This design comes from an exercise in tuning for small area, a short achievable clock period and few clock cycles per item on the open sky130 flow, not from production work. Function was checked by simulation only, so behaviour that the tests miss may differ from the original.

==> inputs of job 7069 <==
// scan_engine
module scan_engine (
    input  wire         clk,
    input  wire         rst,          
    input  wire         load_valid,   
    input  wire [127:0] load_word,
    input  wire         start,        
    input  wire         tick,         
    input  wire [15:0]  in_bits,      
    input  wire [39:0]  ana,          
    input  wire [4:0]   dbg_addr,
    output wire         ready,
    output wire [15:0]  out_bits,
    output reg  [31:0]  dbg_data
);
    localparam NB   = 64;
    localparam NI   = 16;
    localparam NT   = 8;
    localparam MAXC = 16;
    localparam DSTEP = 2;             
    localparam ST_OFF = 2'd0, ST_ON = 2'd1, ST_TIMING = 2'd2;
    localparam O_NOP  = 5'd0,  O_INV  = 5'd1,  O_AND  = 5'd2,  O_NAND = 5'd3,
               O_OR   = 5'd4,  O_NOR  = 5'd5,  O_XOR  = 5'd6,  O_BIST = 5'd7,
               O_BMX2 = 5'd8,  O_BMX4 = 5'd9,  O_CLT  = 5'd10, O_CLE  = 5'd11,
               O_CEQ  = 5'd12, O_CGE  = 5'd13, O_CGT  = 5'd14, O_ADD  = 5'd15,
               O_SUB  = 5'd16, O_MUL  = 5'd17, O_DIV  = 5'd18, O_MOD  = 5'd19,
               O_IMX2 = 5'd20, O_IMX4 = 5'd21, O_ASCL = 5'd22, O_UCNT = 5'd23,
               O_DCNT = 5'd24, O_ASTB = 5'd25, O_MONO = 5'd26, O_VMON = 5'd27,
               O_DLY  = 5'd28, O_VDLY = 5'd29;
    localparam EW = 90;
    localparam NR = MAXC / 2;
    reg [EW-1:0] ringa [0:NR-1];
    reg [EW-1:0] ringb [0:NR-1];
    reg [NB-1:0]    bmem;
    reg [NI*16-1:0] imem;
    reg [NT*32-1:0] tmr;
    reg [15:0]      outlatch;
    reg [4:0] nload;      
    reg       run;        
    reg [4:0] pos;        
    reg [2:0] tsc;        
    reg       ph;         
  ...
==> flow/config.mk <==
export PLATFORM = sky130hd
export DESIGN_NAME = scan_engine
export DESIGN_NICKNAME = scan_engine
export VERILOG_FILES = /design/flow/design.v
export SDC_FILE = /design/flow/constraint.sdc
export NUM_CORES = 4
export LEC_CHECK = 0
export CAP_MARGIN = 20
export CORE_MARGIN = 2
export CORE_UTILIZATION = 45
export SETUP_SLACK_MARGIN = 5
export SLEW_MARGIN = 20
==> flow/constraint.sdc <==
create_clock -name core_clock -period 15.0 [get_ports {clk}]
set_input_delay 3.0000 -clock core_clock [delete_from_list [all_inputs] [get_ports {clk}]]
set_output_delay 3.0000 -clock core_clock [all_outputs]
set_load 0.01 [all_outputs]
standard.sh (not shown) runs the stock make flow with config.mk's settings and CLKGATE_MAP_FILE= SYNTH_SCRIPT=/design/flow/synth_recipe.tcl, a recipe that flattens the netlist after the stock synthesis.
==> flow/flow/run.sh <==
#!/bin/bash
# Layout flow: the standard ORFS flow (standard.sh) with two changes:
#  - Yosys's full/half-adder extraction (ADDER_MAP_FILE) is skipped, so
#    that ABC maps all combinational logic, adders included, for delay;
#  - timing repair aims at a setup slack of 6.5 ns at the design's clock
#    period instead of config.mk's 5 ns.
# Registers are untouched by either change.  The make output goes to
# flow_make.log; ORFS keeps each step's log under orfs/logs.
set -euo pipefail
bash standard.sh ADDER_MAP_FILE= SETUP_SLACK_MARGIN=6.5 finish > flow_make.log 2>&1
==> job 889: changes against job 7069 <==
--- a/flow/design.v
+++ b/flow/design.v
@@ -343,26 +343,27 @@
     wire y_cmp  = (y_op >= O_CLT) && (y_op <= O_CGT);
     wire y_ar   = (y_op == O_ADD) || (y_op == O_SUB);
     wire y_imx  = (y_op == O_IMX2);
     wire y_mul  = (y_op == O_MUL);
     wire y_dm   = (y_op == O_DIV) || (y_op == O_MOD);
-    wire y_ok   = (y_op == O_NOP) || y_bit || y_cmp || y_ar || y_imx || y_mul ||
-                  (y_dm && y_dfast);
-    wire y_wi   = y_ar || y_imx || y_mul || y_dm;            
-    wire y_ri   = y_cmp || y_ar || y_imx || y_mul || y_dm;   
-    wire ye = bv[y_e];
-    wire yf = bv[y_f];
-    wire y_bmx = (y_op == O_BMX2) || (y_op == O_BMX4);
-    wire [5:0] yp1_idx = (y_bmx && ye) ? y_x2 : y_x1;
-    wire [5:0] yp2_idx = (y_op == O_BMX4) ? (ye ? y_d : y_c) : y_x2;
-    wire ya = bv[yp1_idx];
-    wire yb = bv[yp2_idx];
+    wire y_tmd  = (y_op == O_ASTB) || (y_op == O_MONO) || (y_op == O_VMON) ||
+                  (y_op == O_DLY) || (y_op == O_VDLY);
+    wire y_cnt  = (y_op == O_UCNT) || (y_op == O_DCNT);
+    wire y_balt = (y_op == O_UCNT) || (y_op == O_VMON) || (y_op == O_VDLY);
+    wire ye  = bv[y_e];
+    wire yf  = bv[y_f];
+    wire ypx1 = bv[y_x1];
+    wire ypx2 = bv[y_x2];
+    wire ypc  = bv[y_c];
+    wire ypd  = bv[y_d];
+    wire ya = y_balt ? ypc : ypx1;
+    wire yb = y_balt ? ypd : ypx2;
     wire [15:0] yia = phn ? ia_b : ia_a;
     wire [15:0] yib = phn ? ib_b : ib_a;
     wire [16:0] y_sum  = {1'b0, yia} + {1'b0, yib};
     wire [16:0] y_diff = {1'b0, yia} - {1'b0, yib};
-    wire        y_dfast = (yib == 16'd0) || y_diff[16];
+    wire        y_dfast = (yib == 16'd0) || (yia == 16'd0);
     wire [16:0] ymul_lo = yia * yib;
     reg  [15:0] yia_sfx;
     reg         ymul_big;
     always @(*) begin
         yia_sfx[15] = yia[15];
@@ -371,16 +372,41 @@
         ymul_big = 1'b0;
         for (m = 1; m < 16; m = m + 1)
             ymul_big = ymul_big | (yib[m] & yia_sfx[16-m]);
     end
     wire ymul_ovf = ymul_big | ymul_lo[16];
+    wire y_ok   = (y_op == O_NOP) || y_bit || y_cmp || y_ar || y_imx || y_mul ||
+                  (y_dm && y_dfast) || y_tmd || y_cnt;
+    wire y_wi   = y_ar || y_imx || y_mul || y_dm || (y_op == O_UCNT);   
+    wire y_ri   = y_cmp || y_ar || y_imx || y_mul || y_dm || y_balt;    
+    wire y_rb   = y_bit || y_imx || y_tmd || y_cnt;                     
+    wire [31:0] y_k1     = ey[54:23];
+    wire [31:0] y_k2     = ey[86:55];
+    wire [15:0] y_count  = ey[86:71];
+    wire [1:0]  y_st     = ey[88:87];
+    wire        y_pv     = ey[89];
+    wire [2:0]  ytslot   = tslot + {2'd0, timed};
+    wire        ytzero   = tz_all[ytslot];
+    wire        yrise    = ya & ~y_pv;
     reg        ybw_en, ybw_val;
+    reg        yiw_en;
     reg [15:0] yiw_val;
+    reg        ytw_en;
+    reg [31:0] ytw_val;
+    reg [1:0]  yst_nx;
+    reg [15:0] ycnt_nx;
+    reg        ypv_nx;
     always @(*) begin
         ybw_en  = 1'b0;
         ybw_val = 1'b0;
+        yiw_en  = y_wi & (y_op != O_UCNT);
         yiw_val = 16'd0;
+        ytw_en  = 1'b0;
+        ytw_val = 32'd0;
+        yst_nx  = y_st;
+        ycnt_nx = y_count;
+        ypv_nx  = y_pv;
         case (y_op)
             O_INV:  begin ybw_en = 1'b1; ybw_val = ~ya; end
             O_AND:  begin ybw_en = 1'b1; ybw_val = ya & yb; end
             O_NAND: begin ybw_en = 1'b1; ybw_val = ~(ya & yb); end
             O_OR:   begin ybw_en = 1'b1; ybw_val = ya | yb; end
@@ -391,12 +417,12 @@
                     ybw_en = 1'b1; ybw_val = 1'b1;
                 end else if (yb) begin
                     ybw_en = 1'b1; ybw_val = 1'b0;
                 end
             end
-            O_BMX2: begin ybw_en = 1'b1; ybw_val = ya; end
-            O_BMX4: begin ybw_en = 1'b1; ybw_val = yf ? yb : ya; end
+            O_BMX2: begin ybw_en = 1'b1; ybw_val = ye ? ypx2 : ypx1; end
+            O_BMX4: begin ybw_en = 1'b1; ybw_val = yf ? (ye ? ypd : ypc) : (ye ? ypx2 : ypx1); end
             O_CLT:  begin ybw_en = 1'b1; ybw_val = y_diff[16]; end
             O_CLE:  begin ybw_en = 1'b1; ybw_val = y_diff[16] | (yia == yib); end
             O_CEQ:  begin ybw_en = 1'b1; ybw_val = (yia == yib); end
             O_CGE:  begin ybw_en = 1'b1; ybw_val = ~y_diff[16]; end
             O_CGT:  begin ybw_en = 1'b1; ybw_val = ~y_diff[16] & (yia != yib); end
@@ -404,10 +430,79 @@
             O_SUB:  yiw_val = y_diff[16] ? 16'd0 : y_diff[15:0];
             O_IMX2: yiw_val = ye ? yib : yia;
             O_MUL:  yiw_val = ymul_ovf ? 16'hffff : ymul_lo[15:0];
             O_DIV:  yiw_val = (yib == 16'd0) ? 16'hffff : 16'd0;
             O_MOD:  yiw_val = yia;
+            O_ASTB: begin
+                ypv_nx = ya;
+                if (yrise) begin
+                    yst_nx = ST_ON; ybw_en = 1'b1; ybw_val = 1'b1;
+                    ytw_en = 1'b1;  ytw_val = y_k1;
+                end else if (ya) begin
+                    if (ytzero) begin
+                        if (y_st == ST_ON) begin
+                            yst_nx = ST_OFF; ybw_en = 1'b1; ybw_val = 1'b0;
+                            ytw_en = 1'b1;   ytw_val = y_k2;
+                        end else begin
+                            yst_nx = ST_ON; ybw_en = 1'b1; ybw_val = 1'b1;
+                            ytw_en = 1'b1;  ytw_val = y_k1;
+                        end
+                    end
+                end else if (y_st == ST_ON) begin
+                    yst_nx = ST_OFF; ybw_en = 1'b1; ybw_val = 1'b0;
+                end
+            end
+            O_MONO, O_VMON: begin
+                ypv_nx = ya;
+                if (yrise) begin
+                    yst_nx = ST_ON; ybw_en = 1'b1; ybw_val = 1'b1;
+                    ytw_en = 1'b1;
+                    ytw_val = (y_op == O_VMON) ? {16'd0, yia} : y_k1;
+                end else if (y_st == ST_ON && ytzero) begin
+                    yst_nx = ST_OFF; ybw_en = 1'b1; ybw_val = 1'b0;
+                end
+            end
+            O_DCNT: begin
+                ypv_nx = ya;
+                if (yb) begin
+                    ybw_en = 1'b1; ybw_val = 1'b0; ycnt_nx = y_k1[15:0];
+                end else if (yrise) begin
+                    if (y_count != 16'd0) ycnt_nx = y_count - 16'd1;
+                    if (y_count <= 16'd1) begin
+                        ybw_en = 1'b1; ybw_val = 1'b1;
+                    end
+                end
+            end
+            O_UCNT: begin
+                ypv_nx = ya;
+                if (yb) begin
+                    yiw_en = 1'b1; yiw_val = 16'd0;
+                end else if (yrise && yia != 16'hffff) begin
+                    yiw_en = 1'b1; yiw_val = yia + 16'd1;
+                end
+            end
+            O_DLY, O_VDLY: begin
+                ypv_nx = ya;
+                if (yb) begin
+                    ybw_en = 1'b1; ybw_val = 1'b0; yst_nx = ST_OFF;
+                end else if (y_st == ST_OFF) begin
+                    if (yrise) begin
+                        ytw_en = 1'b1; ytw_val = (y_op == O_VDLY) ? {16'd0, yia} : y_k1;
+                        yst_nx = ST_TIMING;
+                    end
+                end else if (y_st == ST_TIMING) begin
+                    if (ytzero) begin
+                        ybw_en = 1'b1; ybw_val = 1'b1;
+                        ytw_en = 1'b1; ytw_val = (y_op == O_VDLY) ? {16'd0, yib} : y_k2;
+                        yst_nx = ST_ON;
+                    end
+                end else begin
+                    if (ytzero && !ya) begin
+                        ybw_en = 1'b1; ybw_val = 1'b0; yst_nx = ST_OFF;
+                    end
+                end
+            end
             default: ;
         endcase
     end
     reg x_wb;
     always @(*)
@@ -415,13 +510,12 @@
             O_INV, O_AND, O_NAND, O_OR, O_NOR, O_XOR, O_BIST, O_BMX2, O_BMX4,
             O_CLT, O_CLE, O_CEQ, O_CGE, O_CGT, O_ASTB, O_MONO, O_VMON,
             O_DCNT, O_DLY, O_VDLY: x_wb = 1'b1;
             default: x_wb = 1'b0;
         endcase
-    wire dep_b = x_wb & ((y_bit & ((f_o == y_x1) | (f_o == y_x2) | (f_o == y_e) |
-                                   (f_o == y_f) | (f_o == y_c) | (f_o == y_d))) |
-                         (y_imx & ((f_o == y_e) | (f_o == y_f))));
+    wire dep_b = x_wb & y_rb & ((f_o == y_x1) | (f_o == y_x2) | (f_o == y_e) |
+                                (f_o == y_f) | (f_o == y_c) | (f_o == y_d));
     wire dep_i = wr_i & ((y_ri & ((f_o[3:0] == y_x1[3:0]) | (f_o[3:0] == y_x2[3:0]))) |
                          (x_dm & y_wi & (f_o[3:0] == y_o[3:0])));
     wire dact  = dbusy | dpend;
     wire stall = (~run & (op == O_ASCL)) | dact & (x_dm |
                          (x_imx4 && (f_c[3:0] == dout || f_d[3:0] == dout)) |
@@ -478,21 +572,24 @@
         end
     end
     wire [EW-1:0] e_upd = {pv_nx, st_nx,
                            (op == O_DCNT) ? cnt_nx : e[86:71],
                            e[70:0]};
+    wire [EW-1:0] ey_upd = {ypv_nx, yst_nx,
+                            (y_op == O_DCNT) ? ycnt_nx : ey[86:71],
+                            ey[70:0]};
     integer i;
     always @(posedge clk) begin
         if (rota) begin
             for (i = 0; i < NR - 1; i = i + 1)
                 ringa[i] <= ringa[i+1];
-            ringa[NR-1] <= do_load ? w_ent : phn ? e_upd : ringa[0];
+            ringa[NR-1] <= do_load ? w_ent : phn ? e_upd : ey_upd;
         end
         if (rotb) begin
             for (i = 0; i < NR - 1; i = i + 1)
                 ringb[i] <= ringb[i+1];
-            ringb[NR-1] <= do_load ? w_ent : phn ? ringb[0] : e_upd;
+            ringb[NR-1] <= do_load ? w_ent : phn ? ey_upd : e_upd;
         end
         if (rst)
             for (i = 0; i < NR; i = i + 1) begin
                 ringa[i][4:0] <= O_NOP;
                 ringb[i][4:0] <= O_NOP;
@@ -532,17 +629,18 @@
             else if (adv) pos <= pos + {3'd0, dual, ~dual};
             if (go | adv) begin
                 ph  <= phc ^ (adv & ~dual);
                 phn <= ~(phc ^ (adv & ~dual));
             end
-            if (go | adv) tsc <= tslot + {2'd0, adv & timed};
+            if (go | adv) tsc <= tslot + {2'd0, adv & timed} + {2'd0, dual & y_tmd};
             if (adv) begin
                 if (bw_en) bmem[f_o] <= bw_val;
                 if (dual & ybw_en) bmem[y_o] <= ybw_val;
                 if (iw_en) imem[{f_o[3:0], 4'b0} +: 16] <= iw_val;
-                if (dual & y_wi) imem[{y_o[3:0], 4'b0} +: 16] <= yiw_val;
+                if (dual & yiw_en) imem[{y_o[3:0], 4'b0} +: 16] <= yiw_val;
                 if (tw_en) tmr[{tslot, 5'b0} +: 32] <= tw_val;
+                if (dual & ytw_en) tmr[{ytslot, 5'b0} +: 32] <= ytw_val;
             end
             if (launch) begin
                 dbusy <= 1'b1;
                 dq    <= ia;
                 dr    <= 16'd0;
==> metrics.csv <==
stage;metric;value;unit
layout;multi-input logic area;0.0913;mm²
worst_setup_path;setup slack, reg-to-reg;6.23;ns
sta;Final Critical Period;9.01;ns
worst_hold_path;Hold Path Sink;ringa[6][23];
synthesis;most numerous cell in the Yosys netlist;nand2_1;
status;status;finished clean;
That was job 889.
==> metrics.csv <==
stage;metric;value;unit
status;status;finished clean;
worst_setup_path;slowest CP cell;a222oi_1;
worst_hold_path;Hold Path Sink;ringb[5][74];
synthesis;most numerous cell in the Yosys netlist;nor2_1;
sta;Final Critical Period;8.85;ns
sta;FMAX;113;MHz
worst_setup_path;crit path launch;dbg_addr[0];
worst_setup_path;setup slack, reg-to-reg;6.39;ns
layout;multi-input logic area;0.0807;mm²
That was job 7069.
Testbench counts of job 7069, summed over its fixed seeds: cycles 160,675, scans 15,360.
Testbench counts of job 889, summed over its fixed seeds: cycles 145,117, scans 15,360.

re-timing with driven ports:
The results above use ideal ports. As a check the final layouts listed here were re-extracted and re-timed, cells and wires unchanged.
Step 1: set_driving_cell puts a clkbuf_16 on clk and a buf_2 on each other input, an assumption about the parent block.
Step 2 times the ports against the registers' clock, not the clock port: input delays grow and output delays shrink by t, the midpoint of the rising clock arrivals with the driver on.
Three values: ideal, step 1, step 2; two values: the first two.
run	shift t [ns]	setup slack, ns	worst setup path after step 2	slew at the worst register clock pin (ns)
job 7069	1.048	6.145 / 5.689 / 5.469	input to register	0.08 / 0.08
job 889	1.088	5.991 / 5.502 / 5.379	input to register	0.10 / 0.10
After both steps every run listed still meets setup and hold. For job 7069, which loses most, drivers alone change the setup slack by -0.456 ns; drivers and shift together by -0.676 ns.
